Context: an optimization exercise on an open-source flow, tuned for small area. The choices shown serve that exercise and are no tape-out recipe.
The RTL was checked by simulation tests, not by an equivalence proof against the original design.
Power figures rest on the tool's default switching activity, not on a simulated workload.

==> module dxl2_rx, before the edit <==
module dxl2_rx (
  input  wire        clk,
  input  wire        rst,         
  input  wire        in_valid,
  input  wire [7:0]  in_byte,
  output wire        p_valid,     
  output wire [7:0]  p_data,
  output wire        f_valid,     
  output wire [2:0]  f_err,       
  output wire [7:0]  f_id,
  output wire [7:0]  f_inst,
  output wire [15:0] f_len,
  output wire [15:0] f_crc,       
  output wire        f_crc_ok     
);
  localparam [3:0] S_IDLE = 4'd0;
  localparam [3:0] S_FF1  = 4'd1;
  localparam [3:0] S_FF2  = 4'd2;
  localparam [3:0] S_H3   = 4'd3;    
  localparam [3:0] S_H4   = 4'd4;    
  localparam [3:0] S_H5   = 4'd5;    
  localparam [3:0] S_H6   = 4'd6;    
  localparam [3:0] S_H7   = 4'd7;    
  localparam [3:0] S_CRCH = 4'd8;    
  localparam [3:0] S_BW0  = 4'd12;
  localparam [3:0] S_BW1  = 4'd13;
  localparam [3:0] S_BW2  = 4'd14;
  localparam [3:0] S_BP   = 4'd15;
  localparam [15:0] CRC_HDR = 16'h0C0E;
  reg  [7:0]  b;           
  reg         v;           
  reg  [3:0]  st;
  reg         esc;         
  reg  [15:0] crc;         
  reg  [15:0] rem;         
  reg  [15:0] len_r;
  reg  [7:0]  id_r;
  reg  [7:0]  inst_r;
  wire [7:0]  idx;
  wire [15:0] crc_next;
  dxl2_crc_table u_crc (.crc(crc), .b(b), .idx(idx), .nxt(crc_next));
  wire b_ff   = (b == 8'hFF);
  wire b_fd   = (b == 8'hFD);
  wire b_00   = (b == 8'h00);
  wire body   = (st[3:2] == 2'b11);
  wire in_len = (st == S_H7) || body;           
  wire rem_hi0 = (rem[15:2] == 14'd0);
  wire rem1   = rem_hi0 && (rem[1:0] == 2'd1);
  wire rem2   = rem_hi0 && (rem[1:0] == 2'd2);
  wire len0   = (b == 8'h00) && (len_r[7:0] == 8'h00);
  wire last   = ((st == S_H6) && len0) || (in_len && rem1) || (st == S_CRCH);
  wire crc_l  = in_len && rem2;                 
  wire param  = body && !rem2 && !((st == S_BP) && b_fd);
  assign p_valid = v && param;
  assign p_data  = b;
  assign f_valid = v && last;
  wire short  = (len_r[15:2] == 14'd0) && !(len_r[1] && len_r[0]);
  wire id_bad = (id_r[7:2] == 6'h3F) && id_r[0];
  wire crc_ok = (idx == 8'h00) && (crc[7:0] == rem[15:8]);
  assign f_err    = short  ? 3'd1 :
                    id_bad ? 3'd4 :
                    !crc_ok ? 3'd5 :
                    esc    ? 3'd6 : 3'd0;
  assign f_id     = id_r;
  assign f_inst   = inst_r;
  assign f_len    = len_r;
  assign f_crc    = {b, rem[15:8]};
  assign f_crc_ok = crc_ok;
  reg [3:0] st_n;
  always @(*) begin
    case (st)
      S_IDLE: st_n = b_ff ? S_FF1 : S_IDLE;
      S_FF1:  st_n = b_ff ? S_FF2 : S_IDLE;
      S_FF2:  st_n = b_fd ? S_H3 : b_ff ? S_FF1 : S_IDLE;
      S_H3:   st_n = b_00 ? S_H4 : b_ff ? S_FF1 : S_IDLE;
      S_H4:   st_n = S_H5;
      S_H5:   st_n = S_H6;
      S_H6:   st_n = len0 ? S_IDLE : S_H7;
      S_H7:   st_n = rem1 ? S_IDLE : rem2 ? S_CRCH : (b_ff ? S_BW1 : S_BW0);
      S_BW0:  st_n = rem2 ? S_CRCH : (b_ff ? S_BW1 : S_BW0);
      S_BW1:  st_n = rem2 ? S_CRCH : (b_ff ? S_BW2 : S_BW0);
      S_BW2:  st_n = rem2 ? S_CRCH : (b_fd ? S_BP : b_ff ? S_BW2 : S_BW0);
      S_BP:   st_n = rem2 ? S_CRCH : (b_ff ? S_BW1 : S_BW0);
      default: st_n = S_IDLE;
    endcase
  end
  always @(posedge clk) begin
    b <= in_byte;
    v <= in_valid && !rst;
    if (v && (st == S_H6 || crc_l))
      rem <= {b, len_r[7:0]};
    else
      rem <= rem - {15'd0, v};
    if (rst) begin
      st <= S_IDLE;
    end else if (v) begin
      st <= st_n;
      if (st == S_H7)
        esc <= 1'b0;
      else if (st == S_BP && (rem2 || !b_fd))
        esc <= 1'b1;
      if (st[3:2] == 2'b00 && st != S_H3)
        crc <= CRC_HDR;
      else if (!crc_l)
        crc <= crc_next;
      if (st == S_H4)
        id_r <= b;
      if (st == S_H5)
        len_r[7:0] <= b;
      if (st == S_H5 || st == S_H6)
        len_r[15:8] <= b;
      if (st == S_H7)
        inst_r <= b;
    end
  end
endmodule
Settings: LEC_CHECK=0, CAP_MARGIN=20, CORE_MARGIN=2, CORE_UTILIZATION=40, SLEW_MARGIN=20; clock period 7.0 ns.
standard.sh (not shown) runs the stock make flow with config.mk's settings and CLKGATE_MAP_FILE= SYNTH_SCRIPT=/design/flow/synth_recipe.tcl, a recipe that flattens the netlist after the stock synthesis.
==> flow/flow/run.sh <==
#!/bin/bash
# Standard ORFS layout with two changes:
#  - synthesis maps the logic with flow/abc_map.script (area-oriented ABC mapping)
#    in place of ORFS's abc_speed.script; everything else in synthesis is ORFS's,
#    run through the standard.sh and synth_recipe.tcl;
#  - the port buffers are the smallest buffer cell (buf_1).
set -euo pipefail
here=$PWD
rm -rf "$here/scripts_abc"
cp -r "$FLOW_HOME/scripts" "$here/scripts_abc"
cp "$here/flow/abc_map.script" "$here/scripts_abc/abc_speed.script"
bash standard.sh SCRIPTS_DIR="$here/scripts_abc" synth > "$here/synth_make.log" 2>&1
bash standard.sh BUFFER_PORTS_ARGS="-buffer_cell sky130_fd_sc_hd__buf_1" finish > "$here/layout_make.log" 2>&1
==> flow/flow/abc_map.script <==
&get -n
&st
&syn2
&dch -f
&nf -R 1000 -p
&put
Then changed:
--- a/flow/design.v
+++ b/flow/design.v
@@ -107,28 +107,28 @@
       default: st_n = S_IDLE;
     endcase
   end
   always @(posedge clk) begin
     b <= in_byte;
     v <= in_valid && !rst;
-    if (v && (st == S_H6 || crc_l))
-      rem <= {b, len_r[7:0]};
-    else
-      rem <= rem - {15'd0, v};
     if (rst) begin
       st <= S_IDLE;
     end else if (v) begin
       st <= st_n;
       if (st == S_H7)
         esc <= 1'b0;
       else if (st == S_BP && (rem2 || !b_fd))
         esc <= 1'b1;
       if (st[3:2] == 2'b00 && st != S_H3)
         crc <= CRC_HDR;
       else if (!crc_l)
         crc <= crc_next;
+      if (st == S_H6 || crc_l)
+        rem <= {b, len_r[7:0]};
+      else
+        rem <= rem - 16'd1;
       if (st == S_H4)
         id_r <= b;
       if (st == S_H5)
         len_r[7:0] <= b;
       if (st == S_H5 || st == S_H6)
         len_r[15:8] <= b;
Wire length goes up by a little under a tenth.
Via count goes up by a few percent.
First-iteration DRC count goes down by roughly a tenth.
Cell count goes down slightly.
Combinational power goes down by well over a third.
Non-clock buffer count goes up by 2.
Synthesized area goes up by a few percent.
Clock-buffer cell count stays the same.
Hold slack improves by 0.11 ns.
Worst setup slack improves by 0.13 ns.

==> static timing again, ports no longer ideal <==
The flow's constraints put no driver on any port. The routed layouts listed below were extracted and timed again, unchanged, in two steps. Step 1 assumes that a clkbuf_16 drives the clock port and a buf_2 every other input. Step 2 times the ports against the registers' clock, not the clock port: input delays grow and output delays shrink by t, the midpoint of the rising clock arrivals with the driver on. a / b / c = ideal ports / drivers / drivers and shift; a / b = the first two.
| run | shift t [ns] | setup slack, ns | clock arrival spread, ns | slew at the worst register clock pin (ns) | worst data-port slew with drivers (ns) |
|---|---|---|---|---|---|
| the first run | 0.374 | 2.620 / 2.589 / 2.963 | 0.011 / 0.012 | 0.08 / 0.08 | 0.03 |
| the second run | 0.388 | 2.754 / 2.721 / 3.109 | 0.013 / 0.013 | 0.10 / 0.10 | 0.03 |
After both steps setup and hold are still met in every run listed.
